Context: an optimization exercise on an open-source flow, tuned for small area, a short achievable clock period and few clock cycles. The choices shown serve that exercise and are no tape-out recipe.
Where RTL was checked, it was by simulation tests only, not by an equivalence proof against the original.
No functional check of the RTL was part of runs 1 and 2.
Power is estimated from default activity; no workload was simulated.

==> flow/design.v, too long to show whole: its modules and the start of the top module <==
// module tpb_codec: 817 lines
// module tpb_fmt: 20 lines
// module tpb_opd: 40 lines
// module tpb_legal: 30 lines
// module tpb_dec: 34 lines
// module tpb_resmux: 35 lines
// module tpb_rsp: 47 lines
// module tpb_ctl: 36 lines
// module tpb_pw: 32 lines
module tpb_codec (
    input  wire        clk,
    input  wire        rst,         
    input  wire        cmd_valid,
    output wire        cmd_ready,
    input  wire [31:0] cmd_word,
    input  wire [63:0] cmd_opd,
    input  wire [15:0] cmd_flen,
    input  wire        frm_valid,
    output wire        frm_ready,
    input  wire [7:0]  frm_data,
    output wire        rsp_valid,
    output wire [7:0]  rsp_status,
    output wire [63:0] rsp_res
);
  // ...
==> flow/flow/run.sh <==
#!/bin/bash
# Layout flow: the standard flow (standard.sh, ORFS) with two settings
# that ORFS reads from the environment:
#  - BUFFER_PORTS_ARGS: the port buffers are sky130_fd_sc_hd__buf_2 cells
#    (every input and output port still gets its own buffer);
#  - CTS_ARGS: the clock tree is built as the standard flow builds it, but
#    without dummy load cells.
# The clock period, the SDC and every other step are the standard flow's.
set -euo pipefail
export BUFFER_PORTS_ARGS="-buffer_cell sky130_fd_sc_hd__buf_2"
export CTS_ARGS="-sink_clustering_enable -repair_clock_nets -dont_use_dummy_load -sink_clustering_size 30 -sink_clustering_max_diameter 75 -buf_list sky130_fd_sc_hd__clkbuf_16"
bash standard.sh > standard.log 2>&1
==> flow/standard.sh <==
#!/bin/bash
# synth_recipe.tcl (not shown) runs the flow's synth.tcl, then flattens the netlist and writes it again
# the make line also repeats each setting of config.mk as NAME=value (left out here)
make -C /OpenROAD-flow-scripts/flow DESIGN_CONFIG=/design/flow/config.mk WORK_HOME=/design/flow/orfs CLKGATE_MAP_FILE= SYNTH_SCRIPT=/design/flow/synth_recipe.tcl "${@:-finish}"
==> flow/config.mk <==
export PLATFORM = sky130hd
export DESIGN_NAME = tpb_codec
export DESIGN_NICKNAME = tpb_codec
export VERILOG_FILES = /design/flow/design.v
export SDC_FILE = /design/flow/constraint.sdc
export NUM_CORES = 8
export LEC_CHECK = 0
export ABC_AREA = 1
export CAP_MARGIN = 20
export CORE_MARGIN = 2
export CORE_UTILIZATION = 40
export CTS_BUF_LIST = sky130_fd_sc_hd__clkbuf_16
export CTS_CLUSTER_DIAMETER = 75
export CTS_CLUSTER_SIZE = 30
export SLEW_MARGIN = 20
export SYNTH_HIERARCHICAL = 1
==> flow/constraint.sdc <==
create_clock -name core_clock -period 70.0 [get_ports {clk}]
set_input_delay 14.0000 -clock core_clock [delete_from_list [all_inputs] [get_ports {clk}]]
set_output_delay 14.0000 -clock core_clock [all_outputs]
set_load 0.01 [all_outputs]
==> impl_metrics.json, run 1 <==
{
  "worstMarginPinSlew_ns": 1.06,
  "rr_startpoint": "p[10][7]$_DFFE_PP_",
  "dr.max_layer_used": "met5",
  "finClkSkew_ns": 0.116,
  "crit_cells": 1,
  "sh_seq_area_pct": 62.4,
  "total_power_mw": 1.69,
  "hold-worst-slack_ns": 0.280,
  "grt_util_all_layers_pct": 17.6,
  "mostFrequentLayoutCells": "dfxtp_1, nand2_1, inv_1",
  "seq_cell_power_mw": 1.01,
  "cp_top_family": "flip-flops",
  "fin_crit_sh_pct": 22.0,
  "fp.dieW_um": 363,
  "post_cts_buffers": 0,
  "switching_share_pct": 24.9,
  "core-area_mm2": 0.128,
  "postCtsResizedCells": 0,
  "final_area_mm2": 0.0563,
  "finalWorstSetupSlack_ns": 54.59,
  "clkPwrFrac_pct": 28.7,
  "cts_tree": "yes",
  "status": "complete, no violations",
  "dp.cells": 6570,
  "nonClkBufAreaFrac_pct": 2.12
}
==> module tpb_codec, before the edit <==
module tpb_codec (
    input  wire        clk,
    input  wire        rst,         
    input  wire        cmd_valid,
    output wire        cmd_ready,
    input  wire [31:0] cmd_word,
    input  wire [63:0] cmd_opd,
    input  wire [15:0] cmd_flen,
    input  wire        frm_valid,
    output wire        frm_ready,
    input  wire [7:0]  frm_data,
    output wire        rsp_valid,
    output wire [7:0]  rsp_status,
    output wire [63:0] rsp_res
);
    localparam [3:0] ST_OK          = 4'h0;
    localparam [3:0] ST_BAD_SYNC    = 4'h1;
    localparam [3:0] ST_BAD_SIZE    = 4'h2;
    localparam [3:0] ST_BAD_PID     = 4'h3;
    localparam [3:0] ST_BAD_ADAPT   = 4'h4;
    localparam [3:0] ST_UNKNOWN_PKT = 4'h5;
    localparam [3:0] ST_BAD_OFFSET  = 4'h6;
    localparam [3:0] ST_ILLEGAL     = 4'hD;
    localparam NR = 11;             
    localparam RL = 16;             
    localparam DIV_K   = 11;
    localparam DIV_PAD = 4;
    localparam DIV_CYC = 6;
    localparam XW      = DIV_PAD + 64;
    reg [7:0]  p [0:11];            
    reg [7:0]  ring [0:NR-1][0:RL-1];
    reg [3:0]  ph;                  
    reg [3:0]  dofs;                
    reg [6:0]  err;                 
    reg        rv_q;
    reg [3:0]  rs_q;
    reg [41:0] rr_q;
    reg        crdy_q;
    reg        frdy_q;
    reg        clr_q;
    reg [3:0]  ccnt;
    reg        in_load;
    reg [7:0]  tk;                  
    reg        fb_v;
    reg [7:0]  fb_d;
    reg        load_ok;
    reg        sp_pend;
    reg [2:0]  a_op;                
    reg [7:0]  a_idx;
    reg [7:0]  a_dat;
    reg        w_pend;
    reg [7:0]  w_idx;
    reg [7:0]  w_dat;
    reg           sysrst_q;         
    reg           busy;
    reg [2:0]     ecnt;
    reg [XW-1:0]  xq;
    reg [6:0]     rem;
    assign cmd_ready  = crdy_q;
    assign frm_ready  = frdy_q;
    assign rsp_valid  = rv_q;
    assign rsp_status = {4'd0, rs_q};
    assign rsp_res    = {22'd0, rr_q};
    wire fire = cmd_valid & crdy_q;
    wire take = frm_valid & frdy_q;
    wire [1:0]  afc     = p[3][5:4];
    wire        has_af  = afc[1];
    wire        has_pl  = afc[0];
    wire [7:0]  af_len  = p[4];
    wire [12:0] pid     = {p[1][4:0], p[2]};
    wire        has_pcr = has_af & p[5][4];
    wire [32:0] base = {p[6], p[7], p[8], p[9], p[10][7]};
    wire [8:0]  ext  = {p[10][0], p[11]};
    wire [41:0] res;
    wire [33:0] at_p, at_g, at_s;
    wire [34:0] at_c;
    assign at_p[0] = base[2] ^ base[0];
    assign at_g[0] = base[2] & base[0];
    assign at_p[1] = base[3] ^ base[1];
    assign at_g[1] = base[3] & base[1];
    assign at_p[2] = base[4] ^ base[2];
    assign at_g[2] = base[4] & base[2];
    assign at_p[3] = base[5] ^ base[3];
    assign at_g[3] = base[5] & base[3];
    assign at_p[4] = base[6] ^ base[4];
    assign at_g[4] = base[6] & base[4];
    assign at_p[5] = base[7] ^ base[5];
    assign at_g[5] = base[7] & base[5];
    assign at_p[6] = base[8] ^ base[6];
    assign at_g[6] = base[8] & base[6];
    assign at_p[7] = base[9] ^ base[7];
    assign at_g[7] = base[9] & base[7];
    assign at_p[8] = base[10] ^ base[8];
    assign at_g[8] = base[10] & base[8];
    assign at_p[9] = base[11] ^ base[9];
    assign at_g[9] = base[11] & base[9];
    assign at_p[10] = base[12] ^ base[10];
    assign at_g[10] = base[12] & base[10];
    assign at_p[11] = base[13] ^ base[11];
    assign at_g[11] = base[13] & base[11];
    assign at_p[12] = base[14] ^ base[12];
    assign at_g[12] = base[14] & base[12];
    assign at_p[13] = base[15] ^ base[13];
    assign at_g[13] = base[15] & base[13];
    assign at_p[14] = base[16] ^ base[14];
    assign at_g[14] = base[16] & base[14];
    assign at_p[15] = base[17] ^ base[15];
    assign at_g[15] = base[17] & base[15];
    assign at_p[16] = base[18] ^ base[16];
    assign at_g[16] = base[18] & base[16];
    assign at_p[17] = base[19] ^ base[17];
    assign at_g[17] = base[19] & base[17];
    assign at_p[18] = base[20] ^ base[18];
    assign at_g[18] = base[20] & base[18];
    assign at_p[19] = base[21] ^ base[19];
    assign at_g[19] = base[21] & base[19];
    assign at_p[20] = base[22] ^ base[20];
    assign at_g[20] = base[22] & base[20];
    assign at_p[21] = base[23] ^ base[21];
    assign at_g[21] = base[23] & base[21];
    assign at_p[22] = base[24] ^ base[22];
    assign at_g[22] = base[24] & base[22];
    assign at_p[23] = base[25] ^ base[23];
    assign at_g[23] = base[25] & base[23];
    assign at_p[24] = base[26] ^ base[24];
    assign at_g[24] = base[26] & base[24];
    assign at_p[25] = base[27] ^ base[25];
    assign at_g[25] = base[27] & base[25];
    assign at_p[26] = base[28] ^ base[26];
    assign at_g[26] = base[28] & base[26];
    assign at_p[27] = base[29] ^ base[27];
    assign at_g[27] = base[29] & base[27];
    assign at_p[28] = base[30] ^ base[28];
    assign at_g[28] = base[30] & base[28];
    assign at_p[29] = base[31] ^ base[29];
    assign at_g[29] = base[31] & base[29];
    assign at_p[30] = base[32] ^ base[30];
    assign at_g[30] = base[32] & base[30];
    assign at_p[31] = 1'b0 ^ base[31];
    assign at_g[31] = 1'b0 & base[31];
    assign at_p[32] = 1'b0 ^ base[32];
    assign at_g[32] = 1'b0 & base[32];
    assign at_p[33] = 1'b0 ^ 1'b0;
    assign at_g[33] = 1'b0 & 1'b0;
    assign at_c[0] = 1'b0;
    assign at_c[1] = at_g[0] | (at_p[0] & at_c[0]);
    assign at_c[2] = at_g[1] | (at_p[1] & at_c[1]);
    assign at_c[3] = at_g[2] | (at_p[2] & at_c[2]);
    assign at_c[4] = at_g[3] | (at_p[3] & at_c[3]);
    assign at_c[5] = at_g[4] | (at_p[4] & at_c[4]);
    assign at_c[6] = at_g[5] | (at_p[5] & at_c[5]);
    assign at_c[7] = at_g[6] | (at_p[6] & at_c[6]);
    assign at_c[8] = at_g[7] | (at_p[7] & at_c[7]);
    assign at_c[9] = at_g[8] | (at_p[8] & at_c[8]);
    assign at_c[10] = at_g[9] | (at_p[9] & at_c[9]);
    assign at_c[11] = at_g[10] | (at_p[10] & at_c[10]);
    assign at_c[12] = at_g[11] | (at_p[11] & at_c[11]);
    assign at_c[13] = at_g[12] | (at_p[12] & at_c[12]);
    assign at_c[14] = at_g[13] | (at_p[13] & at_c[13]);
    assign at_c[15] = at_g[14] | (at_p[14] & at_c[14]);
    assign at_c[16] = at_g[15] | (at_p[15] & at_c[15]);
    assign at_c[17] = at_g[16] | (at_p[16] & at_c[16]);
    assign at_c[18] = at_g[17] | (at_p[17] & at_c[17]);
    assign at_c[19] = at_g[18] | (at_p[18] & at_c[18]);
    assign at_c[20] = at_g[19] | (at_p[19] & at_c[19]);
    assign at_c[21] = (at_g[20]) | (at_c[20] & at_p[20]);
    assign at_c[22] = (at_g[21]) | (at_g[20] & at_p[21]) | (at_c[20] & at_p[20] & at_p[21]);
    assign at_c[23] = (at_g[22]) | (at_g[21] & at_p[22]) | (at_g[20] & at_p[21] & at_p[22]) | (at_c[20] & at_p[20] & at_p[21] & at_p[22]);
    assign at_c[24] = (at_g[23]) | (at_g[22] & at_p[23]) | (at_g[21] & at_p[22] & at_p[23]) | (at_g[20] & at_p[21] & at_p[22] & at_p[23]) | (at_c[20] & at_p[20] & at_p[21] & at_p[22] & at_p[23]);
    assign at_c[25] = (at_g[24]) | (at_c[24] & at_p[24]);
    assign at_c[26] = (at_g[25]) | (at_g[24] & at_p[25]) | (at_c[24] & at_p[24] & at_p[25]);
    assign at_c[27] = (at_g[26]) | (at_g[25] & at_p[26]) | (at_g[24] & at_p[25] & at_p[26]) | (at_c[24] & at_p[24] & at_p[25] & at_p[26]);
    assign at_c[28] = (at_g[27]) | (at_g[26] & at_p[27]) | (at_g[25] & at_p[26] & at_p[27]) | (at_g[24] & at_p[25] & at_p[26] & at_p[27]) | (at_c[24] & at_p[24] & at_p[25] & at_p[26] & at_p[27]);
    assign at_c[29] = (at_g[28]) | (at_c[28] & at_p[28]);
    assign at_c[30] = (at_g[29]) | (at_g[28] & at_p[29]) | (at_c[28] & at_p[28] & at_p[29]);
    assign at_c[31] = (at_g[30]) | (at_g[29] & at_p[30]) | (at_g[28] & at_p[29] & at_p[30]) | (at_c[28] & at_p[28] & at_p[29] & at_p[30]);
    assign at_c[32] = (at_g[31]) | (at_g[30] & at_p[31]) | (at_g[29] & at_p[30] & at_p[31]) | (at_g[28] & at_p[29] & at_p[30] & at_p[31]) | (at_c[28] & at_p[28] & at_p[29] & at_p[30] & at_p[31]);
    assign at_c[33] = (at_g[32]) | (at_c[32] & at_p[32]);
    assign at_c[34] = (at_g[33]) | (at_g[32] & at_p[33]) | (at_c[32] & at_p[32] & at_p[33]);
    assign at_s[0] = at_p[0] ^ at_c[0];
    assign at_s[1] = at_p[1] ^ at_c[1];
    assign at_s[2] = at_p[2] ^ at_c[2];
    assign at_s[3] = at_p[3] ^ at_c[3];
    assign at_s[4] = at_p[4] ^ at_c[4];
    assign at_s[5] = at_p[5] ^ at_c[5];
    assign at_s[6] = at_p[6] ^ at_c[6];
    assign at_s[7] = at_p[7] ^ at_c[7];
    assign at_s[8] = at_p[8] ^ at_c[8];
    assign at_s[9] = at_p[9] ^ at_c[9];
    assign at_s[10] = at_p[10] ^ at_c[10];
    assign at_s[11] = at_p[11] ^ at_c[11];
    assign at_s[12] = at_p[12] ^ at_c[12];
    assign at_s[13] = at_p[13] ^ at_c[13];
    assign at_s[14] = at_p[14] ^ at_c[14];
    assign at_s[15] = at_p[15] ^ at_c[15];
    assign at_s[16] = at_p[16] ^ at_c[16];
    assign at_s[17] = at_p[17] ^ at_c[17];
    assign at_s[18] = at_p[18] ^ at_c[18];
    assign at_s[19] = at_p[19] ^ at_c[19];
    assign at_s[20] = at_p[20] ^ at_c[20];
    assign at_s[21] = at_p[21] ^ at_c[21];
    assign at_s[22] = at_p[22] ^ at_c[22];
    assign at_s[23] = at_p[23] ^ at_c[23];
    assign at_s[24] = at_p[24] ^ at_c[24];
    assign at_s[25] = at_p[25] ^ at_c[25];
    assign at_s[26] = at_p[26] ^ at_c[26];
    assign at_s[27] = at_p[27] ^ at_c[27];
    assign at_s[28] = at_p[28] ^ at_c[28];
    assign at_s[29] = at_p[29] ^ at_c[29];
    assign at_s[30] = at_p[30] ^ at_c[30];
    assign at_s[31] = at_p[31] ^ at_c[31];
    assign at_s[32] = at_p[32] ^ at_c[32];
    assign at_s[33] = at_p[33] ^ at_c[33];
    wire [35:0] t = {at_s[33], at_s[32], at_s[31], at_s[30], at_s[29], at_s[28], at_s[27], at_s[26], at_s[25], at_s[24], at_s[23], at_s[22], at_s[21], at_s[20], at_s[19], at_s[18], at_s[17], at_s[16], at_s[15], at_s[14], at_s[13], at_s[12], at_s[11], at_s[10], at_s[9], at_s[8], at_s[7], at_s[6], at_s[5], at_s[4], at_s[3], at_s[2], at_s[1], at_s[0], base[1], base[0]};
    wire [35:0] aq_p, aq_g, aq_s;
    wire [36:0] aq_c;
    assign aq_p[0] = t[0] ^ ext[6];
    assign aq_g[0] = t[0] & ext[6];
    assign aq_p[1] = t[1] ^ ext[7];
    assign aq_g[1] = t[1] & ext[7];
    assign aq_p[2] = t[2] ^ ext[8];
    assign aq_g[2] = t[2] & ext[8];
    assign aq_p[3] = t[3] ^ 1'b0;
    assign aq_g[3] = t[3] & 1'b0;
    assign aq_p[4] = t[4] ^ 1'b0;
    assign aq_g[4] = t[4] & 1'b0;
    assign aq_p[5] = t[5] ^ 1'b0;
    assign aq_g[5] = t[5] & 1'b0;
    assign aq_p[6] = t[6] ^ 1'b0;
    assign aq_g[6] = t[6] & 1'b0;
    assign aq_p[7] = t[7] ^ 1'b0;
    assign aq_g[7] = t[7] & 1'b0;
    assign aq_p[8] = t[8] ^ 1'b0;
    assign aq_g[8] = t[8] & 1'b0;
    assign aq_p[9] = t[9] ^ 1'b0;
    assign aq_g[9] = t[9] & 1'b0;
    assign aq_p[10] = t[10] ^ 1'b0;
    assign aq_g[10] = t[10] & 1'b0;
    assign aq_p[11] = t[11] ^ 1'b0;
    assign aq_g[11] = t[11] & 1'b0;
    assign aq_p[12] = t[12] ^ 1'b0;
    assign aq_g[12] = t[12] & 1'b0;
    assign aq_p[13] = t[13] ^ 1'b0;
    assign aq_g[13] = t[13] & 1'b0;
    assign aq_p[14] = t[14] ^ 1'b0;
    assign aq_g[14] = t[14] & 1'b0;
    assign aq_p[15] = t[15] ^ 1'b0;
    assign aq_g[15] = t[15] & 1'b0;
    assign aq_p[16] = t[16] ^ 1'b0;
    assign aq_g[16] = t[16] & 1'b0;
    assign aq_p[17] = t[17] ^ 1'b0;
    assign aq_g[17] = t[17] & 1'b0;
    assign aq_p[18] = t[18] ^ 1'b0;
    assign aq_g[18] = t[18] & 1'b0;
    assign aq_p[19] = t[19] ^ 1'b0;
    assign aq_g[19] = t[19] & 1'b0;
    assign aq_p[20] = t[20] ^ 1'b0;
    assign aq_g[20] = t[20] & 1'b0;
    assign aq_p[21] = t[21] ^ 1'b0;
    assign aq_g[21] = t[21] & 1'b0;
    assign aq_p[22] = t[22] ^ 1'b0;
    assign aq_g[22] = t[22] & 1'b0;
    assign aq_p[23] = t[23] ^ 1'b0;
    assign aq_g[23] = t[23] & 1'b0;
    assign aq_p[24] = t[24] ^ 1'b0;
    assign aq_g[24] = t[24] & 1'b0;
    assign aq_p[25] = t[25] ^ 1'b0;
    assign aq_g[25] = t[25] & 1'b0;
    assign aq_p[26] = t[26] ^ 1'b0;
    assign aq_g[26] = t[26] & 1'b0;
    assign aq_p[27] = t[27] ^ 1'b0;
    assign aq_g[27] = t[27] & 1'b0;
    assign aq_p[28] = t[28] ^ 1'b0;
    assign aq_g[28] = t[28] & 1'b0;
    assign aq_p[29] = t[29] ^ 1'b0;
    assign aq_g[29] = t[29] & 1'b0;
    assign aq_p[30] = t[30] ^ 1'b0;
    assign aq_g[30] = t[30] & 1'b0;
    assign aq_p[31] = t[31] ^ 1'b0;
    assign aq_g[31] = t[31] & 1'b0;
    assign aq_p[32] = t[32] ^ 1'b0;
    assign aq_g[32] = t[32] & 1'b0;
    assign aq_p[33] = t[33] ^ 1'b0;
    assign aq_g[33] = t[33] & 1'b0;
    assign aq_p[34] = t[34] ^ 1'b0;
    assign aq_g[34] = t[34] & 1'b0;
    assign aq_p[35] = t[35] ^ 1'b0;
    assign aq_g[35] = t[35] & 1'b0;
    assign aq_c[0] = 1'b0;
    assign aq_c[1] = aq_g[0] | (aq_p[0] & aq_c[0]);
    assign aq_c[2] = aq_g[1] | (aq_p[1] & aq_c[1]);
    assign aq_c[3] = aq_g[2] | (aq_p[2] & aq_c[2]);
    assign aq_c[4] = aq_g[3] | (aq_p[3] & aq_c[3]);
    assign aq_c[5] = aq_g[4] | (aq_p[4] & aq_c[4]);
    assign aq_c[6] = aq_g[5] | (aq_p[5] & aq_c[5]);
    assign aq_c[7] = aq_g[6] | (aq_p[6] & aq_c[6]);
    assign aq_c[8] = aq_g[7] | (aq_p[7] & aq_c[7]);
    assign aq_c[9] = aq_g[8] | (aq_p[8] & aq_c[8]);
    assign aq_c[10] = aq_g[9] | (aq_p[9] & aq_c[9]);
    assign aq_c[11] = aq_g[10] | (aq_p[10] & aq_c[10]);
    assign aq_c[12] = aq_g[11] | (aq_p[11] & aq_c[11]);
    assign aq_c[13] = aq_g[12] | (aq_p[12] & aq_c[12]);
    assign aq_c[14] = aq_g[13] | (aq_p[13] & aq_c[13]);
    assign aq_c[15] = aq_g[14] | (aq_p[14] & aq_c[14]);
    assign aq_c[16] = aq_g[15] | (aq_p[15] & aq_c[15]);
    assign aq_c[17] = aq_g[16] | (aq_p[16] & aq_c[16]);
    assign aq_c[18] = aq_g[17] | (aq_p[17] & aq_c[17]);
    assign aq_c[19] = aq_g[18] | (aq_p[18] & aq_c[18]);
    assign aq_c[20] = aq_g[19] | (aq_p[19] & aq_c[19]);
    assign aq_c[21] = aq_g[20] | (aq_p[20] & aq_c[20]);
    assign aq_c[22] = aq_g[21] | (aq_p[21] & aq_c[21]);
    assign aq_c[23] = aq_g[22] | (aq_p[22] & aq_c[22]);
    assign aq_c[24] = aq_g[23] | (aq_p[23] & aq_c[23]);
    assign aq_c[25] = aq_g[24] | (aq_p[24] & aq_c[24]);
    assign aq_c[26] = aq_g[25] | (aq_p[25] & aq_c[25]);
    assign aq_c[27] = aq_g[26] | (aq_p[26] & aq_c[26]);
    assign aq_c[28] = aq_g[27] | (aq_p[27] & aq_c[27]);
    assign aq_c[29] = aq_g[28] | (aq_p[28] & aq_c[28]);
    assign aq_c[30] = aq_g[29] | (aq_p[29] & aq_c[29]);
    assign aq_c[31] = aq_g[30] | (aq_p[30] & aq_c[30]);
    assign aq_c[32] = aq_g[31] | (aq_p[31] & aq_c[31]);
    assign aq_c[33] = aq_g[32] | (aq_p[32] & aq_c[32]);
    assign aq_c[34] = aq_g[33] | (aq_p[33] & aq_c[33]);
    assign aq_c[35] = aq_g[34] | (aq_p[34] & aq_c[34]);
    assign aq_c[36] = aq_g[35] | (aq_p[35] & aq_c[35]);
    assign aq_s[0] = aq_p[0] ^ aq_c[0];
    assign aq_s[1] = aq_p[1] ^ aq_c[1];
    assign aq_s[2] = aq_p[2] ^ aq_c[2];
    assign aq_s[3] = aq_p[3] ^ aq_c[3];
    assign aq_s[4] = aq_p[4] ^ aq_c[4];
    assign aq_s[5] = aq_p[5] ^ aq_c[5];
    assign aq_s[6] = aq_p[6] ^ aq_c[6];
    assign aq_s[7] = aq_p[7] ^ aq_c[7];
    assign aq_s[8] = aq_p[8] ^ aq_c[8];
    assign aq_s[9] = aq_p[9] ^ aq_c[9];
    assign aq_s[10] = aq_p[10] ^ aq_c[10];
    assign aq_s[11] = aq_p[11] ^ aq_c[11];
    assign aq_s[12] = aq_p[12] ^ aq_c[12];
    assign aq_s[13] = aq_p[13] ^ aq_c[13];
    assign aq_s[14] = aq_p[14] ^ aq_c[14];
    assign aq_s[15] = aq_p[15] ^ aq_c[15];
    assign aq_s[16] = aq_p[16] ^ aq_c[16];
    assign aq_s[17] = aq_p[17] ^ aq_c[17];
    assign aq_s[18] = aq_p[18] ^ aq_c[18];
    assign aq_s[19] = aq_p[19] ^ aq_c[19];
    assign aq_s[20] = aq_p[20] ^ aq_c[20];
    assign aq_s[21] = aq_p[21] ^ aq_c[21];
    assign aq_s[22] = aq_p[22] ^ aq_c[22];
    assign aq_s[23] = aq_p[23] ^ aq_c[23];
    assign aq_s[24] = aq_p[24] ^ aq_c[24];
    assign aq_s[25] = aq_p[25] ^ aq_c[25];
    assign aq_s[26] = aq_p[26] ^ aq_c[26];
    assign aq_s[27] = aq_p[27] ^ aq_c[27];
    assign aq_s[28] = aq_p[28] ^ aq_c[28];
    assign aq_s[29] = aq_p[29] ^ aq_c[29];
    assign aq_s[30] = aq_p[30] ^ aq_c[30];
    assign aq_s[31] = aq_p[31] ^ aq_c[31];
    assign aq_s[32] = aq_p[32] ^ aq_c[32];
    assign aq_s[33] = aq_p[33] ^ aq_c[33];
    assign aq_s[34] = aq_p[34] ^ aq_c[34];
    assign aq_s[35] = aq_p[35] ^ aq_c[35];
    wire [39:0] q = {aq_s[35], aq_s[34], aq_s[33], aq_s[32], aq_s[31], aq_s[30], aq_s[29], aq_s[28], aq_s[27], aq_s[26], aq_s[25], aq_s[24], aq_s[23], aq_s[22], aq_s[21], aq_s[20], aq_s[19], aq_s[18], aq_s[17], aq_s[16], aq_s[15], aq_s[14], aq_s[13], aq_s[12], aq_s[11], aq_s[10], aq_s[9], aq_s[8], aq_s[7], aq_s[6], aq_s[5], aq_s[4], aq_s[3], aq_s[2], aq_s[1], aq_s[0], ext[5], ext[4], ext[3], ext[2]};
    wire [39:0] aw_p, aw_g, aw_s;
    wire [40:0] aw_c;
    assign aw_p[0] = q[0] ^ ~t[0];
    assign aw_g[0] = q[0] & ~t[0];
    assign aw_p[1] = q[1] ^ ~t[1];
    assign aw_g[1] = q[1] & ~t[1];
    assign aw_p[2] = q[2] ^ ~t[2];
    assign aw_g[2] = q[2] & ~t[2];
    assign aw_p[3] = q[3] ^ ~t[3];
    assign aw_g[3] = q[3] & ~t[3];
    assign aw_p[4] = q[4] ^ ~t[4];
    assign aw_g[4] = q[4] & ~t[4];
    assign aw_p[5] = q[5] ^ ~t[5];
    assign aw_g[5] = q[5] & ~t[5];
    assign aw_p[6] = q[6] ^ ~t[6];
    assign aw_g[6] = q[6] & ~t[6];
    assign aw_p[7] = q[7] ^ ~t[7];
    assign aw_g[7] = q[7] & ~t[7];
    assign aw_p[8] = q[8] ^ ~t[8];
    assign aw_g[8] = q[8] & ~t[8];
    assign aw_p[9] = q[9] ^ ~t[9];
    assign aw_g[9] = q[9] & ~t[9];
    assign aw_p[10] = q[10] ^ ~t[10];
    assign aw_g[10] = q[10] & ~t[10];
    assign aw_p[11] = q[11] ^ ~t[11];
    assign aw_g[11] = q[11] & ~t[11];
    assign aw_p[12] = q[12] ^ ~t[12];
    assign aw_g[12] = q[12] & ~t[12];
    assign aw_p[13] = q[13] ^ ~t[13];
    assign aw_g[13] = q[13] & ~t[13];
    assign aw_p[14] = q[14] ^ ~t[14];
    assign aw_g[14] = q[14] & ~t[14];
    assign aw_p[15] = q[15] ^ ~t[15];
    assign aw_g[15] = q[15] & ~t[15];
    assign aw_p[16] = q[16] ^ ~t[16];
    assign aw_g[16] = q[16] & ~t[16];
    assign aw_p[17] = q[17] ^ ~t[17];
    assign aw_g[17] = q[17] & ~t[17];
    assign aw_p[18] = q[18] ^ ~t[18];
    assign aw_g[18] = q[18] & ~t[18];
    assign aw_p[19] = q[19] ^ ~t[19];
    assign aw_g[19] = q[19] & ~t[19];
    assign aw_p[20] = q[20] ^ ~t[20];
    assign aw_g[20] = q[20] & ~t[20];
    assign aw_p[21] = q[21] ^ ~t[21];
    assign aw_g[21] = q[21] & ~t[21];
    assign aw_p[22] = q[22] ^ ~t[22];
    assign aw_g[22] = q[22] & ~t[22];
    assign aw_p[23] = q[23] ^ ~t[23];
    assign aw_g[23] = q[23] & ~t[23];
    assign aw_p[24] = q[24] ^ ~t[24];
    assign aw_g[24] = q[24] & ~t[24];
    assign aw_p[25] = q[25] ^ ~t[25];
    assign aw_g[25] = q[25] & ~t[25];
    assign aw_p[26] = q[26] ^ ~t[26];
    assign aw_g[26] = q[26] & ~t[26];
    assign aw_p[27] = q[27] ^ ~t[27];
    assign aw_g[27] = q[27] & ~t[27];
    assign aw_p[28] = q[28] ^ ~t[28];
    assign aw_g[28] = q[28] & ~t[28];
    assign aw_p[29] = q[29] ^ ~t[29];
    assign aw_g[29] = q[29] & ~t[29];
    assign aw_p[30] = q[30] ^ ~t[30];
    assign aw_g[30] = q[30] & ~t[30];
    assign aw_p[31] = q[31] ^ ~t[31];
    assign aw_g[31] = q[31] & ~t[31];
    assign aw_p[32] = q[32] ^ ~t[32];
    assign aw_g[32] = q[32] & ~t[32];
    assign aw_p[33] = q[33] ^ ~t[33];
    assign aw_g[33] = q[33] & ~t[33];
    assign aw_p[34] = q[34] ^ ~t[34];
    assign aw_g[34] = q[34] & ~t[34];
    assign aw_p[35] = q[35] ^ ~t[35];
    assign aw_g[35] = q[35] & ~t[35];
    assign aw_p[36] = q[36] ^ 1'b1;
    assign aw_g[36] = q[36] & 1'b1;
    assign aw_p[37] = q[37] ^ 1'b1;
    assign aw_g[37] = q[37] & 1'b1;
    assign aw_p[38] = q[38] ^ 1'b1;
    assign aw_g[38] = q[38] & 1'b1;
    assign aw_p[39] = q[39] ^ 1'b1;
    assign aw_g[39] = q[39] & 1'b1;
    assign aw_c[0] = 1'b1;
    assign aw_c[1] = aw_g[0] | (aw_p[0] & aw_c[0]);
    assign aw_c[2] = aw_g[1] | (aw_p[1] & aw_c[1]);
    assign aw_c[3] = aw_g[2] | (aw_p[2] & aw_c[2]);
    assign aw_c[4] = aw_g[3] | (aw_p[3] & aw_c[3]);
    assign aw_c[5] = aw_g[4] | (aw_p[4] & aw_c[4]);
    assign aw_c[6] = aw_g[5] | (aw_p[5] & aw_c[5]);
    assign aw_c[7] = aw_g[6] | (aw_p[6] & aw_c[6]);
    assign aw_c[8] = aw_g[7] | (aw_p[7] & aw_c[7]);
    assign aw_c[9] = aw_g[8] | (aw_p[8] & aw_c[8]);
    assign aw_c[10] = aw_g[9] | (aw_p[9] & aw_c[9]);
    assign aw_c[11] = aw_g[10] | (aw_p[10] & aw_c[10]);
    assign aw_c[12] = aw_g[11] | (aw_p[11] & aw_c[11]);
    assign aw_c[13] = aw_g[12] | (aw_p[12] & aw_c[12]);
    assign aw_c[14] = aw_g[13] | (aw_p[13] & aw_c[13]);
    assign aw_c[15] = aw_g[14] | (aw_p[14] & aw_c[14]);
    assign aw_c[16] = aw_g[15] | (aw_p[15] & aw_c[15]);
    assign aw_c[17] = aw_g[16] | (aw_p[16] & aw_c[16]);
    assign aw_c[18] = aw_g[17] | (aw_p[17] & aw_c[17]);
    assign aw_c[19] = aw_g[18] | (aw_p[18] & aw_c[18]);
    assign aw_c[20] = aw_g[19] | (aw_p[19] & aw_c[19]);
    assign aw_c[21] = aw_g[20] | (aw_p[20] & aw_c[20]);
    assign aw_c[22] = aw_g[21] | (aw_p[21] & aw_c[21]);
    assign aw_c[23] = aw_g[22] | (aw_p[22] & aw_c[22]);
    assign aw_c[24] = aw_g[23] | (aw_p[23] & aw_c[23]);
    assign aw_c[25] = (aw_g[24]) | (aw_c[24] & aw_p[24]);
    assign aw_c[26] = (aw_g[25]) | (aw_g[24] & aw_p[25]) | (aw_c[24] & aw_p[24] & aw_p[25]);
    assign aw_c[27] = (aw_g[26]) | (aw_g[25] & aw_p[26]) | (aw_g[24] & aw_p[25] & aw_p[26]) | (aw_c[24] & aw_p[24] & aw_p[25] & aw_p[26]);
    assign aw_c[28] = (aw_g[27]) | (aw_g[26] & aw_p[27]) | (aw_g[25] & aw_p[26] & aw_p[27]) | (aw_g[24] & aw_p[25] & aw_p[26] & aw_p[27]) | (aw_c[24] & aw_p[24] & aw_p[25] & aw_p[26] & aw_p[27]);
    assign aw_c[29] = (aw_g[28]) | (aw_c[28] & aw_p[28]);
    assign aw_c[30] = (aw_g[29]) | (aw_g[28] & aw_p[29]) | (aw_c[28] & aw_p[28] & aw_p[29]);
    assign aw_c[31] = (aw_g[30]) | (aw_g[29] & aw_p[30]) | (aw_g[28] & aw_p[29] & aw_p[30]) | (aw_c[28] & aw_p[28] & aw_p[29] & aw_p[30]);
    assign aw_c[32] = (aw_g[31]) | (aw_g[30] & aw_p[31]) | (aw_g[29] & aw_p[30] & aw_p[31]) | (aw_g[28] & aw_p[29] & aw_p[30] & aw_p[31]) | (aw_c[28] & aw_p[28] & aw_p[29] & aw_p[30] & aw_p[31]);
    assign aw_c[33] = (aw_g[32]) | (aw_c[32] & aw_p[32]);
    assign aw_c[34] = (aw_g[33]) | (aw_g[32] & aw_p[33]) | (aw_c[32] & aw_p[32] & aw_p[33]);
    assign aw_c[35] = (aw_g[34]) | (aw_g[33] & aw_p[34]) | (aw_g[32] & aw_p[33] & aw_p[34]) | (aw_c[32] & aw_p[32] & aw_p[33] & aw_p[34]);
    assign aw_c[36] = (aw_g[35]) | (aw_g[34] & aw_p[35]) | (aw_g[33] & aw_p[34] & aw_p[35]) | (aw_g[32] & aw_p[33] & aw_p[34] & aw_p[35]) | (aw_c[32] & aw_p[32] & aw_p[33] & aw_p[34] & aw_p[35]);
    assign aw_c[37] = (aw_g[36]) | (aw_c[36] & aw_p[36]);
    assign aw_c[38] = (aw_g[37]) | (aw_g[36] & aw_p[37]) | (aw_c[36] & aw_p[36] & aw_p[37]);
    assign aw_c[39] = (aw_g[38]) | (aw_g[37] & aw_p[38]) | (aw_g[36] & aw_p[37] & aw_p[38]) | (aw_c[36] & aw_p[36] & aw_p[37] & aw_p[38]);
    assign aw_c[40] = (aw_g[39]) | (aw_g[38] & aw_p[39]) | (aw_g[37] & aw_p[38] & aw_p[39]) | (aw_g[36] & aw_p[37] & aw_p[38] & aw_p[39]) | (aw_c[36] & aw_p[36] & aw_p[37] & aw_p[38] & aw_p[39]);
    assign aw_s[0] = aw_p[0] ^ aw_c[0];
    assign aw_s[1] = aw_p[1] ^ aw_c[1];
    assign aw_s[2] = aw_p[2] ^ aw_c[2];
    assign aw_s[3] = aw_p[3] ^ aw_c[3];
    assign aw_s[4] = aw_p[4] ^ aw_c[4];
    assign aw_s[5] = aw_p[5] ^ aw_c[5];
    assign aw_s[6] = aw_p[6] ^ aw_c[6];
    assign aw_s[7] = aw_p[7] ^ aw_c[7];
    assign aw_s[8] = aw_p[8] ^ aw_c[8];
    assign aw_s[9] = aw_p[9] ^ aw_c[9];
    assign aw_s[10] = aw_p[10] ^ aw_c[10];
    assign aw_s[11] = aw_p[11] ^ aw_c[11];
    assign aw_s[12] = aw_p[12] ^ aw_c[12];
    assign aw_s[13] = aw_p[13] ^ aw_c[13];
    assign aw_s[14] = aw_p[14] ^ aw_c[14];
    assign aw_s[15] = aw_p[15] ^ aw_c[15];
    assign aw_s[16] = aw_p[16] ^ aw_c[16];
    assign aw_s[17] = aw_p[17] ^ aw_c[17];
    assign aw_s[18] = aw_p[18] ^ aw_c[18];
    assign aw_s[19] = aw_p[19] ^ aw_c[19];
    assign aw_s[20] = aw_p[20] ^ aw_c[20];
    assign aw_s[21] = aw_p[21] ^ aw_c[21];
    assign aw_s[22] = aw_p[22] ^ aw_c[22];
    assign aw_s[23] = aw_p[23] ^ aw_c[23];
    assign aw_s[24] = aw_p[24] ^ aw_c[24];
    assign aw_s[25] = aw_p[25] ^ aw_c[25];
    assign aw_s[26] = aw_p[26] ^ aw_c[26];
    assign aw_s[27] = aw_p[27] ^ aw_c[27];
    assign aw_s[28] = aw_p[28] ^ aw_c[28];
    assign aw_s[29] = aw_p[29] ^ aw_c[29];
    assign aw_s[30] = aw_p[30] ^ aw_c[30];
    assign aw_s[31] = aw_p[31] ^ aw_c[31];
    assign aw_s[32] = aw_p[32] ^ aw_c[32];
    assign aw_s[33] = aw_p[33] ^ aw_c[33];
    assign aw_s[34] = aw_p[34] ^ aw_c[34];
    assign aw_s[35] = aw_p[35] ^ aw_c[35];
    assign aw_s[36] = aw_p[36] ^ aw_c[36];
    assign aw_s[37] = aw_p[37] ^ aw_c[37];
    assign aw_s[38] = aw_p[38] ^ aw_c[38];
    assign aw_s[39] = aw_p[39] ^ aw_c[39];
    wire [39:0] w = {aw_s[39], aw_s[38], aw_s[37], aw_s[36], aw_s[35], aw_s[34], aw_s[33], aw_s[32], aw_s[31], aw_s[30], aw_s[29], aw_s[28], aw_s[27], aw_s[26], aw_s[25], aw_s[24], aw_s[23], aw_s[22], aw_s[21], aw_s[20], aw_s[19], aw_s[18], aw_s[17], aw_s[16], aw_s[15], aw_s[14], aw_s[13], aw_s[12], aw_s[11], aw_s[10], aw_s[9], aw_s[8], aw_s[7], aw_s[6], aw_s[5], aw_s[4], aw_s[3], aw_s[2], aw_s[1], aw_s[0]};
    assign res = {w, ext[1:0]};
    wire [41:0] pcr_rd = res;
    wire       l_big = (af_len >= 8'd183);
    wire [7:0] l_p5  = af_len + 8'd5;           
    wire [7:0] l_m   = 8'd183 - af_len;         
    wire [7:0] af_win_len = (af_len > 8'd183) ? 8'd183 : af_len;
    wire [8:0] pl_off = has_af ? (l_big ? 9'd188 : {1'b0, l_p5}) : 9'd4;
    wire [8:0] pl_len = has_af ? (l_big ? 9'd0 : {1'b0, l_m}) : 9'd184;
    wire [3:0] st_validate = (p[0] != 8'h47) ? ST_BAD_SYNC :
                             (has_af && af_len > 8'd183) ? ST_BAD_ADAPT : ST_OK;
    wire cls_unk = (p[0] != 8'h47) & (p[0] != 8'h80);
    wire cls_80  = (p[0] == 8'h80);
    wire [6:0] err_new;
    assign err_new[0] = rv_q && rs_q == ST_BAD_SYNC;
    assign err_new[1] = rv_q && rs_q == ST_BAD_SIZE;
    assign err_new[2] = rv_q && rs_q == ST_BAD_PID;
    assign err_new[3] = rv_q && rs_q == ST_BAD_ADAPT;
    assign err_new[4] = rv_q && rs_q == ST_UNKNOWN_PKT;
    assign err_new[5] = rv_q && rs_q == ST_BAD_OFFSET;
    assign err_new[6] = rv_q && rs_q == ST_ILLEGAL;
    wire [6:0]  err_eff  = err | err_new;
    wire [7:0] fidx  = tk - 8'd1;                   
    wire       fb_static = (fidx < 8'd12);
    wire       a_static  = (a_idx < 8'd12);
    wire       sp_rdb    = (a_op == 3'b000);    
    wire       sp_wr     = (a_op == 3'b001);    
    wire       sp_tsc    = (a_op == 3'b100);    
    wire       sp_afc    = (a_op == 3'b101);    
    wire       sp_clrpcr = (a_op == 3'b111);    
    wire       sp_clrerr = (a_op == 3'b110);    
    wire [7:0] raddr = w_pend ? w_idx : (fb_v ? fidx : a_idx);
    wire [7:0] rj    = raddr - 8'd12;
    wire [3:0] rring = rj[7:4];
    wire [3:0] rslot = rj[3:0] + dofs;
    wire       at_wr = (rslot == ph);                
    wire       at_rd = (rslot[2:0] == ph[2:0]);      
    wire ld_w  = fb_v & ((fidx == 8'd0) ? (fb_d == 8'h47) : load_ok);
    wire w_go  = w_pend & at_wr & ~clr_q;
    wire sp_go = sp_pend & ~w_pend & (a_static | (~clr_q & (sp_wr ? at_wr : at_rd)));
    wire [7:0] saddr = fb_v ? fidx : a_idx;
    wire       s_we  = fb_v ? (ld_w & fb_static) : (sp_go & sp_wr & a_static);
    wire [7:0] sbus  = fb_v ? fb_d : a_dat;
    wire       r_we  = w_go | (ld_w & ~fb_static) | (sp_go & sp_wr & ~a_static);
    wire [7:0] rbus  = clr_q ? 8'd0 : (w_pend ? w_dat : (fb_v ? fb_d : a_dat));
    reg [7:0] ring_rd;
    integer ri;
    always @* begin
        ring_rd = 8'd0;
        for (ri = 0; ri < NR; ri = ri + 1)
            if (rring == ri) ring_rd = ring_rd | ((rslot[3] ^ ph[3]) ? ring[ri][8] : ring[ri][0]);
    end
    reg [7:0] static_rd;
    always @* begin
        case (a_idx[3:0])
            4'd0: static_rd = p[0];   4'd1: static_rd = p[1];   4'd2: static_rd = p[2];
            4'd3: static_rd = p[3];   4'd4: static_rd = p[4];   4'd5: static_rd = p[5];
            4'd6: static_rd = p[6];   4'd7: static_rd = p[7];   4'd8: static_rd = p[8];
            4'd9: static_rd = p[9];   4'd10: static_rd = p[10]; default: static_rd = p[11];
        endcase
    end
    wire [7:0] rd_byte   = a_static ? static_rd : ring_rd;
    reg [6:0]       st_r;
    reg [DIV_K-1:0] st_q;
    reg [7:0]       st_t;
    integer si;
    always @* begin
        st_r = rem;
        for (si = 0; si < DIV_K; si = si + 1) begin
            st_t = {st_r, xq[XW-1-si]};
            if (st_t >= 8'd75) begin
                st_r = st_t - 8'd75;
                st_q[DIV_K-1-si] = 1'b1;
            end else begin
                st_r = st_t[6:0];
                st_q[DIV_K-1-si] = 1'b0;
            end
        end
    end
    wire [XW-1:0] xq_next  = {xq[XW-DIV_K-1:0], st_q};
    wire          div_last = busy & (ecnt == DIV_CYC - 1);
    wire [32:0]   base_wr  = xq_next[32:0];
    wire [8:0]    ext_wr   = {st_r, xq_next[XW-1:XW-2]};
    wire clr_first = clr_q & (ccnt == 4'd0);
    wire clr_pcr   = sp_go & sp_clrpcr & p[3][5];
    wire [7:0] s_val = (clr_first | clr_pcr) ? 8'd0 : sbus;
    reg [7:0] pn [0:11];
    integer bi;
    always @* begin
        for (bi = 0; bi < 12; bi = bi + 1) begin
            pn[bi] = p[bi];
            if (clr_first || (s_we && saddr[3:0] == bi) || (clr_pcr && bi >= 6))
                pn[bi] = s_val;
        end
        if (sp_go && sp_tsc) pn[3][7:6] = a_dat[1:0];
        if (sp_go && sp_afc) pn[3][5:4] = a_dat[1:0];
        if (clr_pcr) pn[5][4] = 1'b0;
        if (busy && ecnt == 3'd0) begin
            if (!p[3][5]) pn[3][5:4] = 2'b11;
            if (p[4] < 8'd7) pn[4] = 8'd7;
            pn[5][4] = 1'b1;
        end
        if (div_last) begin
            pn[6]  = base_wr[32:25];
            pn[7]  = base_wr[24:17];
            pn[8]  = base_wr[16:9];
            pn[9]  = base_wr[8:1];
            pn[10] = {base_wr[0], 6'b111111, ext_wr[8]};
            pn[11] = ext_wr[7:0];
        end
    end
    wire [95:0] p_cur  = {p[11], p[10], p[9], p[8], p[7], p[6], p[5], p[4], p[3], p[2], p[1], p[0]};
    wire [95:0] p_slow = {pn[11], pn[10], pn[9], pn[8], pn[7], pn[6], pn[5], pn[4], pn[3], pn[2], pn[1], pn[0]};
    wire [95:0] p_d;
    wire        o_rv_d;
    wire [3:0]  o_rs_d;
    wire [41:0] o_rr_d;
    wire        L_load, L_slow, L_pcr, L_sysrst;
    wire [9:0]  fm;
    wire [34:0] o;
    wire [22:0] dl;
    tpb_fmt u_fmt (.cmd_word(cmd_word), .cmd_flen(cmd_flen), .fm(fm));
    tpb_opd u_opd (.op(cmd_word[7:0]), .o(o));
    wire        ill;
    tpb_legal u_legal (.cmd_word(cmd_word), .ill(ill));
    tpb_dec u_dec (.o(o), .fm(fm), .ill(ill), .dl(dl));
    assign L_load   = dl[1];
    assign L_slow   = dl[4];
    assign L_pcr    = dl[12];
    assign L_sysrst = dl[15];
    wire [41:0] res_m;
    tpb_resmux u_res (
        .op          (cmd_word[7:0]),
        .p_cur       (p_cur),
        .cls_80      (cls_80),
        .af_win_len  (af_win_len),
        .pl_len      (pl_len[7:0]),
        .pl_off      (pl_off[7:0]),
        .pcr_rd      (pcr_rd),
        .err_eff     (err_eff),
        .m           (res_m)
    );
    tpb_rsp u_rsp (
        .fire        (fire),
        .ill         (ill),
        .dl          (dl),
        .idx_imm     (cmd_word[31:8]),
        .m           (res_m),
        .st_validate (st_validate),
        .cls_unk     (cls_unk),
        .in_load     (in_load),
        .load_done   (in_load & take & (tk == 8'd187)),
        .load_ok     (load_ok),
        .sp_pend     (sp_pend),
        .sp_go       (sp_go),
        .sp_rdb      (sp_rdb),
        .sp_clrerr   (sp_clrerr),
        .err_eff     (err_eff),
        .w_pend      (w_pend),
        .rd_byte     (rd_byte),
        .rv_d        (o_rv_d),
        .rs_d        (o_rs_d),
        .rr_d        (o_rr_d)
    );
    wire [19:0] pw_d;
    tpb_pw u_pw (
        .fire        (fire),
        .cmd_word    (cmd_word),
        .p_slow      (p_slow[27:8]),
        .p_d         (pw_d)
    );
    assign p_d = {p_slow[95:28], pw_d, p_slow[7:0]};
    integer rr, pp;
    always @(posedge clk) begin
        for (rr = 0; rr < NR; rr = rr + 1) begin
            for (pp = 0; pp < RL - 1; pp = pp + 1)
                ring[rr][pp] <= ring[rr][pp + 1];
            if (clr_q || (r_we && rring == rr))
                ring[rr][RL-1] <= rbus;
            else
                ring[rr][RL-1] <= ring[rr][0];
        end
        for (bi = 0; bi < 12; bi = bi + 1)
            p[bi] <= p_d[8*bi +: 8];
        ph <= ph + 4'd1;
        busy <= busy_d;
        if (busy) begin
            xq  <= xq_next;
            rem <= st_r;
            ecnt <= ecnt + 3'd1;
        end else begin
            xq  <= {{DIV_PAD{1'b0}}, cmd_opd};
            rem <= 7'd0;
            ecnt <= 3'd0;
        end
        sp_pend <= sp_pend_d;
        if (!sp_pend) begin
            a_idx <= cmd_word[15:8];
            a_dat <= cmd_word[23:16];
            a_op  <= {cmd_word[5], cmd_word[4], cmd_word[2]};
        end
        w_pend <= w_pend_d;
        if (fb_v && fidx == 8'd0 && fb_d == 8'h47) w_pend <= 1'b0;
        if (!w_pend) begin
            w_idx <= cmd_word[15:8];
            w_dat <= cmd_word[23:16];
        end
        fb_d <= frm_data;
        fb_v <= take & in_load;
        if (take & in_load) tk <= tk1;
        in_load <= in_load_d;
        if (fb_v && fidx == 8'd0) load_ok <= (fb_d == 8'h47);
        if (!in_load) tk <= 8'd0;
        if (ld_w && fidx == 8'd12) dofs <= ph;           
        sysrst_q <= sysrst_d;
        if (clr_q) begin
            ccnt <= ccnt + 4'd1;
            if (ccnt == 4'd15) clr_q <= 1'b0;
        end
        if (sysrst_q) begin
            clr_q  <= 1'b1;
            ccnt   <= 4'd0;
            w_pend <= 1'b0;
        end
        if (sysrst_q || (sp_go && sp_clrerr))
            err <= 7'd0;
        else
            err <= err_eff;
        rv_q <= o_rv_d;
        rs_q <= o_rs_d;
        rr_q <= o_rr_d;
        crdy_q <= crdy_d;
        frdy_q <= frdy_d;
        if (rst) begin
            ph      <= 4'd0;
            dofs    <= 4'd0;
            err     <= 7'd0;
            rv_q    <= 1'b0;
            crdy_q  <= 1'b0;
            frdy_q  <= 1'b0;
            clr_q   <= 1'b1;
            ccnt    <= 4'd0;
            w_pend  <= 1'b0;
            in_load <= 1'b0;
            tk      <= 8'd0;
            fb_v    <= 1'b0;
            load_ok <= 1'b0;
            sp_pend <= 1'b0;
            busy    <= 1'b0;
            sysrst_q <= 1'b0;
        end
    end
    wire [7:0] tk1    = tk + 8'd1;
    wire       ok_n   = (fb_v && fidx == 8'd0) ? (fb_d == 8'h47) : load_ok;
    wire [3:0] dofs_n = (ld_w && fidx == 8'd12) ? ph : dofs;
    wire [3:0] al     = ph + 4'd14 - dofs_n;
    wire       r_free = ~clr_q & ~w_pend;       
    wire fr_b = in_load & (tk < 8'd188) &
                ((tk < 8'd12) | ~ok_n |
                 (r_free & ((tk == 8'd12) | (tk[3:0] == al))));
    wire fr_a = in_load & (tk < 8'd187) &
                ((tk < 8'd11) | ~ok_n |
                 (r_free & ((tk == 8'd11) | (tk == 8'd12) | (tk[3:0] + 4'd1 == al))));
    wire busy_d, sp_pend_d, w_pend_d, in_load_d, sysrst_d, crdy_d, frdy_d;
    tpb_ctl u_ctl (
        .fire       (fire),
        .take       (take),
        .L_load     (dl[1]),
        .L_slow     (dl[4]),
        .L_pcr      (dl[12]),
        .L_sysrst   (dl[15]),
        .L_wrbring  (dl[22]),
        .busy       (busy),
        .div_last   (div_last),
        .sp_pend    (sp_pend),
        .sp_go      (sp_go),
        .w_pend     (w_pend),
        .w_go       (w_go),
        .in_load    (in_load),
        .tk_last    (tk == 8'd187),
        .fr_a       (fr_a),
        .fr_b       (fr_b),
        .sysrst_q   (sysrst_q),
        .busy_d     (busy_d),
        .sp_pend_d  (sp_pend_d),
        .w_pend_d   (w_pend_d),
        .in_load_d  (in_load_d),
        .sysrst_d   (sysrst_d),
        .crdy_d     (crdy_d),
        .frdy_d     (frdy_d)
    );
endmodule
==> run 2: changes to the inputs <==
--- a/flow/design.v
+++ b/flow/design.v
@@ -23,9 +23,9 @@
     localparam [3:0] ST_ILLEGAL     = 4'hD;
     localparam NR = 11;             
     localparam RL = 16;             
-    localparam DIV_K   = 11;
-    localparam DIV_PAD = 4;
-    localparam DIV_CYC = 6;
+    localparam DIV_K   = 8;
+    localparam DIV_PAD = 2;
+    localparam DIV_CYC = 8;
     localparam XW      = DIV_PAD + 64;
     reg [7:0]  p [0:11];            
     reg [7:0]  ring [0:NR-1][0:RL-1];
@@ -37,12 +37,10 @@
     reg [41:0] rr_q;
     reg        crdy_q;
     reg        frdy_q;
-    reg        clr_q;
-    reg [3:0]  ccnt;
+    reg        clr_q;               
     reg        in_load;
     reg [7:0]  tk;                  
-    reg        fb_v;
-    reg [7:0]  fb_d;
+    reg        fb_v;                
     reg        load_ok;
     reg        sp_pend;
     reg [2:0]  a_op;                
@@ -560,14 +558,14 @@
     wire [3:0] rslot = rj[3:0] + dofs;
     wire       at_wr = (rslot == ph);                
     wire       at_rd = (rslot[2:0] == ph[2:0]);      
-    wire ld_w  = fb_v & ((fidx == 8'd0) ? (fb_d == 8'h47) : load_ok);
+    wire ld_w  = fb_v & ((fidx == 8'd0) ? (a_dat == 8'h47) : load_ok);
     wire w_go  = w_pend & at_wr & ~clr_q;
     wire sp_go = sp_pend & ~w_pend & (a_static | (~clr_q & (sp_wr ? at_wr : at_rd)));
     wire [7:0] saddr = fb_v ? fidx : a_idx;
     wire       s_we  = fb_v ? (ld_w & fb_static) : (sp_go & sp_wr & a_static);
-    wire [7:0] sbus  = fb_v ? fb_d : a_dat;
+    wire [7:0] sbus  = a_dat;
     wire       r_we  = w_go | (ld_w & ~fb_static) | (sp_go & sp_wr & ~a_static);
-    wire [7:0] rbus  = clr_q ? 8'd0 : (w_pend ? w_dat : (fb_v ? fb_d : a_dat));
+    wire [7:0] rbus  = clr_q ? 8'd0 : (w_pend ? w_dat : a_dat);
     reg [7:0] ring_rd;
     integer ri;
     always @* begin
@@ -606,7 +604,7 @@
     wire          div_last = busy & (ecnt == DIV_CYC - 1);
     wire [32:0]   base_wr  = xq_next[32:0];
     wire [8:0]    ext_wr   = {st_r, xq_next[XW-1:XW-2]};
-    wire clr_first = clr_q & (ccnt == 4'd0);
+    wire clr_first = clr_q & (ph == 4'd0);
     wire clr_pcr   = sp_go & sp_clrpcr & p[3][5];
     wire [7:0] s_val = (clr_first | clr_pcr) ? 8'd0 : sbus;
     reg [7:0] pn [0:11];
@@ -721,30 +719,26 @@
         sp_pend <= sp_pend_d;
         if (!sp_pend) begin
             a_idx <= cmd_word[15:8];
-            a_dat <= cmd_word[23:16];
+            a_dat <= in_load ? frm_data : cmd_word[23:16];
             a_op  <= {cmd_word[5], cmd_word[4], cmd_word[2]};
         end
         w_pend <= w_pend_d;
-        if (fb_v && fidx == 8'd0 && fb_d == 8'h47) w_pend <= 1'b0;
+        if (fb_v && fidx == 8'd0 && a_dat == 8'h47) w_pend <= 1'b0;
         if (!w_pend) begin
             w_idx <= cmd_word[15:8];
             w_dat <= cmd_word[23:16];
         end
-        fb_d <= frm_data;
         fb_v <= take & in_load;
         if (take & in_load) tk <= tk1;
         in_load <= in_load_d;
-        if (fb_v && fidx == 8'd0) load_ok <= (fb_d == 8'h47);
+        if (fb_v && fidx == 8'd0) load_ok <= (a_dat == 8'h47);
         if (!in_load) tk <= 8'd0;
         if (ld_w && fidx == 8'd12) dofs <= ph;           
         sysrst_q <= sysrst_d;
-        if (clr_q) begin
-            ccnt <= ccnt + 4'd1;
-            if (ccnt == 4'd15) clr_q <= 1'b0;
-        end
+        if (clr_q && ph == 4'd15) clr_q <= 1'b0;
         if (sysrst_q) begin
             clr_q  <= 1'b1;
-            ccnt   <= 4'd0;
+            ph     <= 4'd0;
             w_pend <= 1'b0;
         end
         if (sysrst_q || (sp_go && sp_clrerr))
@@ -764,7 +758,6 @@
             crdy_q  <= 1'b0;
             frdy_q  <= 1'b0;
             clr_q   <= 1'b1;
-            ccnt    <= 4'd0;
             w_pend  <= 1'b0;
             in_load <= 1'b0;
             tk      <= 8'd0;
@@ -776,7 +769,7 @@
         end
     end
     wire [7:0] tk1    = tk + 8'd1;
-    wire       ok_n   = (fb_v && fidx == 8'd0) ? (fb_d == 8'h47) : load_ok;
+    wire       ok_n   = (fb_v && fidx == 8'd0) ? (a_dat == 8'h47) : load_ok;
     wire [3:0] dofs_n = (ld_w && fidx == 8'd12) ? ph : dofs;
     wire [3:0] al     = ph + 4'd14 - dofs_n;
     wire       r_free = ~clr_q & ~w_pend;       
--- a/flow/config.mk
+++ b/flow/config.mk
@@ -12,5 +12,6 @@
 export CTS_BUF_LIST = sky130_fd_sc_hd__clkbuf_16
 export CTS_CLUSTER_DIAMETER = 75
 export CTS_CLUSTER_SIZE = 30
+export PLACE_DENSITY = 0.8
 export SLEW_MARGIN = 20
 export SYNTH_HIERARCHICAL = 1
==> run 2 against run 1 <==
  * Clock power shrank 3%
  * Clock-buffer cell count shrank 4
  * Critical path type unchanged
  * Via count grew 2.2%
  * Global-route usage grew 0.15 points
  * Sequential power is essentially flat
==> impl_metrics.json, run 2 <==
{
  "rrSetupSlack_ns": 56.60,
  "gp_congestion": 0.945,
  "cp-end-kind": "output port",
  "rsz0062_at_grt": "no",
  "clk_pin_slew_ns": 0.10,
  "core-area_mm2": 0.126,
  "drc": 0,
  "antenna_found_initial": 3,
  "rr_startpoint": "p[9][1]$_DFFE_PP_",
  "finClkSkew_ns": 0.117,
  "status": "complete, no violations",
  "syn2layout_area_growth_pct": 8.88,
  "cp_max_fo": 1,
  "cts_buffers": 76,
  "yosys_warnings": 13,
  "slew_headroom_pct": 13.3,
  "path_buf_inv": 1,
  "ctsHoldBuffers": 0,
  "postCtsResizedCells": 0,
  "largest_reg_flops": 1408,
  "first_global_vias": 30700,
  "initial_utilization_pct": 40.4,
  "drv_slew": 0,
  "nFillCells": 11300,
  "top_register": "ring",
  "tns_ns": 0,
  "post_drt_wl_per_cell_um": 17.8,
  "drive_gt1_share_pct": 10.1,
  "cp_top_family": "flip-flops",
  "worstMarginPinSlew_ns": 1.27,
  "total_power_mw": 1.67,
  "cts.htree.levels": 3,
  "io_buffers": 172,
  "grt_max_degree": 56,
  "nets": 5245,
  "max-cap-violations": 0,
  "mostFrequentLayoutCells": "dfxtp_1, nand2_1, inv_1",
  "power_density_mw_per_mm2": 30.1,
  "netlist_area_mm2": 0.0510,
  "irDropWorstVdd_v": 0.0000211,
  "hold_class": "reg2reg",
  "avgSynthCellArea_um2": 10.6,
  "clock_sinks": 1695,
  "cts-root-buf": "clkbuf_16",
  "drtIter0Drc": 2455,
  "startpoint": "rr_q[2]$_DFF_P_",
  "setup_viol": 0,
  "start_kind": "flop",
  "rows": 130,
  "crit_type": "reg2out",
  "ant_nets": 0,
  "cp_slowest_cell": "dfxtp_1",
  "required_ns": 56.00,
  "die_h_um": 361,
  "dp_hpwl_um": 85800,
  "grt-ovfl-total": 0,
  "grt_util_all_layers_pct": 17.7,
  "cts_max_path_buffers": 3,
  "fmax_ghz": 0.0646,
  "p_leak_nw": 23.9,
  "ios": 199,
  "reg_top3": "ring x1408, p x96, xq x66",
  "arrival_ns": 1.48,
  "final_common_cell": "dfxtp_1",
  "synth_cells": 4789,
  "clock_latency_ns": 0.70,
  "period_needed_ns": 15.48,
  "crit_chain": "buf_2",
  "firstDrtPassIters": 7,
  "cts_tree": "yes",
  "post_cts_buffers": 0,
  "dieArea_mm2": 0.130,
  "fp.dieW_um": 361,
  "hold_viol_final": 0,
  "hp-start": "ring[172][3]$_DFF_P_",
  "finalWirelength_um": 118000,
  "vias": 31400,
  "viasPerCell": 4.75,
  "cpPeakStageDelay_ns": 0.61,
  "grt_pass1_wl_um": 178000,
  "fin_crit_sh_pct": 22.1
}
[run 2: changes by cell type in the layout (fill, tap and decap cells not counted), moves of 14 or more]
cell,before,now
nand2_1,905,961
a21oi_1,152,98
inv_1,512,541
xor2_1,56,37
o21ai_0,163,179
dfxtp_1,1614,1600
[run 2: power breakdown]
| group | internal [mW] | switching [mW] | total [mW] |
|---|---|---|---|
| Combinational | 0.0714 | 0.130 | 0.202 |
| Sequential | 0.986 | 0.0137 | 0.999 |
| Clock | 0.195 | 0.275 | 0.470 |
[run 2: routing by layer]
metal  track usage [%]  share of wire (%)
met5                 0              0.014
met4              7.33                4.2
met3              2.41                5.2
met2              29.3                 46
met1              23.4                 44
[run 2: final cells by class]
class | count | area [µm²] | area share [%]
sequential | 1695 | 34900 | 62.8
multi-input combinational | 2431 | 13500 | 24.2
inverter | 568 | 2130 | 3.84
tap | 1650 | 2060 | 3.72
clock buffer | 76 | 1900 | 3.43
timing repair buffer | 201 | 1080 | 1.94
antenna | 1 | 2.50 | 0.00451
[run 2: path summary, 6_finish.rpt]
check | to | depth (start not counted)
hold / removal | ring[171][3]$_DFF_P_ | 0
setup reg to reg | rr_q[41]$_DFF_P_ | 55
hold reg to reg | ring[171][3]$_DFF_P_ | 0
setup / recovery | rsp_res[2] | 1
[run 2: per-stage QoR]
step	setup slack [ns]	hold WS [ns]	instance area, µm²	util [%]	std cells
finish	54.52	0.259	55500	44.0	6622
global route	54.51	0.249	55500	44.0	6621
CTS	54.51	0.260	55500	44.0	6621
detailed placement	54.18	0.312	53600	42.5	6545
global placement	54.18	0.310	53600	42.5	6545
floorplan	54.83	0.310	51100	-	4814
[run 2: worst reg2reg max path, delay by kind of cell (launching register included)]
family                   cells  cell delay [ns]
XOR/XNOR                     2             0.45
buffers and inverters       10             0.67
AO/OA/AOI/OAI                6             1.27
adder cells (fa/ha/maj)     26             9.36
flip-flops                   1             0.44
AND/OR/NAND/NOR             11             1.11
==> run 3: changes to the inputs <==
--- a/flow/design.v
+++ b/flow/design.v
@@ -543,8 +543,7 @@
     assign err_new[5] = rv_q && rs_q == ST_BAD_OFFSET;
     assign err_new[6] = rv_q && rs_q == ST_ILLEGAL;
     wire [6:0]  err_eff  = err | err_new;
-    wire [7:0] fidx  = tk - 8'd1;                   
-    wire       fb_static = (fidx < 8'd12);
+    wire [7:0] fidx  = a_idx;
     wire       a_static  = (a_idx < 8'd12);
     wire       sp_rdb    = (a_op == 3'b000);    
     wire       sp_wr     = (a_op == 3'b001);    
@@ -552,7 +551,7 @@
     wire       sp_afc    = (a_op == 3'b101);    
     wire       sp_clrpcr = (a_op == 3'b111);    
     wire       sp_clrerr = (a_op == 3'b110);    
-    wire [7:0] raddr = w_pend ? w_idx : (fb_v ? fidx : a_idx);
+    wire [7:0] raddr = w_pend ? w_idx : a_idx;
     wire [7:0] rj    = raddr - 8'd12;
     wire [3:0] rring = rj[7:4];
     wire [3:0] rslot = rj[3:0] + dofs;
@@ -561,10 +560,10 @@
     wire ld_w  = fb_v & ((fidx == 8'd0) ? (a_dat == 8'h47) : load_ok);
     wire w_go  = w_pend & at_wr & ~clr_q;
     wire sp_go = sp_pend & ~w_pend & (a_static | (~clr_q & (sp_wr ? at_wr : at_rd)));
-    wire [7:0] saddr = fb_v ? fidx : a_idx;
-    wire       s_we  = fb_v ? (ld_w & fb_static) : (sp_go & sp_wr & a_static);
+    wire [7:0] saddr = a_idx;
+    wire       s_we  = fb_v ? (ld_w & a_static) : (sp_go & sp_wr & a_static);
     wire [7:0] sbus  = a_dat;
-    wire       r_we  = w_go | (ld_w & ~fb_static) | (sp_go & sp_wr & ~a_static);
+    wire       r_we  = w_go | (ld_w & ~a_static) | (sp_go & sp_wr & ~a_static);
     wire [7:0] rbus  = clr_q ? 8'd0 : (w_pend ? w_dat : a_dat);
     reg [7:0] ring_rd;
     integer ri;
@@ -718,7 +717,7 @@
         end
         sp_pend <= sp_pend_d;
         if (!sp_pend) begin
-            a_idx <= cmd_word[15:8];
+            a_idx <= in_load ? tk : cmd_word[15:8];
             a_dat <= in_load ? frm_data : cmd_word[23:16];
             a_op  <= {cmd_word[5], cmd_word[4], cmd_word[2]};
         end
==> run 3 against run 2 <==
  * Critical path depth did not move
  * Sequential cell count stayed put
  * Synthesized cell count fell by 0.13%
  * Worst setup slack worse by 0.080 ns
  * Non-clock buffer count shrank 10
  * Via count down 1.2%
  * Critical endpoint unchanged
  * Design area down 0.92%
  * Final cell count decreased by 0.33%
==> impl_metrics.json, run 3 <==
{
  "status": "complete, no violations",
  "netlist_area_mm2": 0.0507,
  "cp_top_family": "flip-flops",
  "power_density_mw_per_mm2": 30.1,
  "fp.dieW_um": 360,
  "cts_buffers": 71,
  "yosys_warnings": 13,
  "post_cts_buffers": 0,
  "r2r_cells": 55,
  "hp-start": "ring[60][2]$_DFF_P_",
  "die_h_um": 360,
  "synth_cells": 4783,
  "setup_viol": 0,
  "fmax_ghz": 0.0643,
  "irDropWorstVdd_v": 0.0000185,
  "ios": 199,
  "ant_nets": 0,
  "hold_depth": 0,
  "arrival_ns": 1.56,
  "hold_viol_final": 0,
  "drive_gt1_share_pct": 9.78,
  "fin_crit_sh_pct": 22.2,
  "first_global_vias": 30400,
  "drtIter0Drc": 2404,
  "drc": 0,
  "tns_ns": 0,
  "cp-end-kind": "output port",
  "grt_most_used_layer": "met2",
  "period_needed_ns": 15.56,
  "worstReg2RegEnd": "rr_q[40]$_DFF_P_",
  "finClkSkew_ns": 0.0858,
  "mostFrequentLayoutCells": "dfxtp_1, nand2_1, inv_1",
  "clk_pin_slew_ns": 0.10,
  "required_ns": 56.00,
  "clock_latency_ns": 0.65,
  "met3_usage_pct": 3.11,
  "cpPeakStageDelay_ns": 0.68,
  "start_kind": "flop",
  "crit_cells": 1,
  "dp_hpwl_um": 86200,
  "use_met1_pct": 23.7,
  "core-area_mm2": 0.126,
  "grt_pass1_wl_um": 179000,
  "cp_slowest_cell": "dfxtp_1",
  "grt_max_degree": 66,
  "avgSynthCellArea_um2": 10.6,
  "crit_chain": "buf_2",
  "reg_top3": "ring x1408, p x96, xq x66",
  "drv_slew": 0,
  "post_drt_wl_per_cell_um": 18.0,
  "cts_tree": "yes",
  "total_power_mw": 1.66,
  "path_buf_inv": 1,
  "grt_util_all_layers_pct": 18.0,
  "hold_class": "reg2reg",
  "firstDrtPassIters": 6,
  "hold_end": "ring[59][2]$_DFF_P_",
  "top_register": "ring",
  "cts-root-buf": "clkbuf_16",
  "cts.htree.levels": 3,
  "io_buffers": 172,
  "clock_sinks": 1695,
  "crit_type": "reg2out",
  "nets": 5221,
  "postCtsResizedCells": 0,
  "antenna_found_initial": 9,
  "ctsHoldBuffers": 0,
  "rr_startpoint": "p[10][7]$_DFFE_PP_",
  "dieArea_mm2": 0.130,
  "rows": 130,
  "syn2layout_area_growth_pct": 8.47
}
==> run 3: routing by layer <==
metal	vias to the layer above	share of wire, %
li1	15200	-
met4	8	3.4
met5	-	0.046
met3	226	6.1
met1	14700	44
met2	925	46
==> run 3: how the worst max path moves through the flow <==
| stage | startpoint | end | slack [ns] |
|---|---|---|---|
| after floorplan | cmd_word[30] | rv_q$_SDFF_PP0_ | 54.84 |
| after global placement | cmd_word[25] | rv_q$_SDFF_PP0_ | 54.22 |
| after detailed placement | cmd_word[25] | rv_q$_SDFF_PP0_ | 54.22 |
| after CTS | rr_q[0]$_DFF_P_ | rsp_res[0] | 54.47 |
| after global routing | rr_q[1]$_DFF_P_ | rsp_res[1] | 54.41 |
| final | rr_q[2]$_DFF_P_ | rsp_res[2] | 54.44 |
==> run 3: layout make-up <==
| type | instances | area (µm²) | share of cell area (%) |
|---|---|---|---|
| tap | 1650 | 2060 | 3.75 |
| antenna | 1 | 2.50 | 0.00455 |
| sequential | 1695 | 34900 | 63.4 |
| multi-input combinational | 2474 | 13300 | 24.2 |
| timing repair buffer | 191 | 1000 | 1.82 |
| inverter | 518 | 1950 | 3.54 |
| clock buffer | 71 | 1780 | 3.23 |
==> run 3: where the power goes <==
| part | internal (mW) | total, mW | switching, mW |
|---|---|---|---|
| combinational | 0.0723 | 0.202 | 0.130 |
| clock | 0.183 | 0.456 | 0.273 |
| sequential | 0.986 | 0.999 | 0.0132 |
==> run 3: per-stage QoR <==
stage | std cells | area [µm²] | hold WS, ns | worst slack, ns | utilization [%]
floorplan | 4808 | 50800 | 0.310 | 54.84 | -
global placement | 6528 | 53200 | 0.310 | 54.22 | 42.3
detailed placement | 6528 | 53200 | 0.312 | 54.22 | 42.3
CTS | 6599 | 55000 | 0.266 | 54.47 | 43.7
global route | 6599 | 55000 | 0.278 | 54.41 | 43.7
finish | 6600 | 55000 | 0.266 | 54.44 | 43.7
Testbench counts of run 3, summed over its fixed seeds: cycles 41,912.

Re-timed with assumed drivers on the ports (clkbuf_16 on the clock, buf_2 on other inputs), run 3 has 54.375 ns of setup slack against 54.439 ns with ideal ports, and 54.239 ns once port delays also move by the mid clock arrival of 0.682 ns.
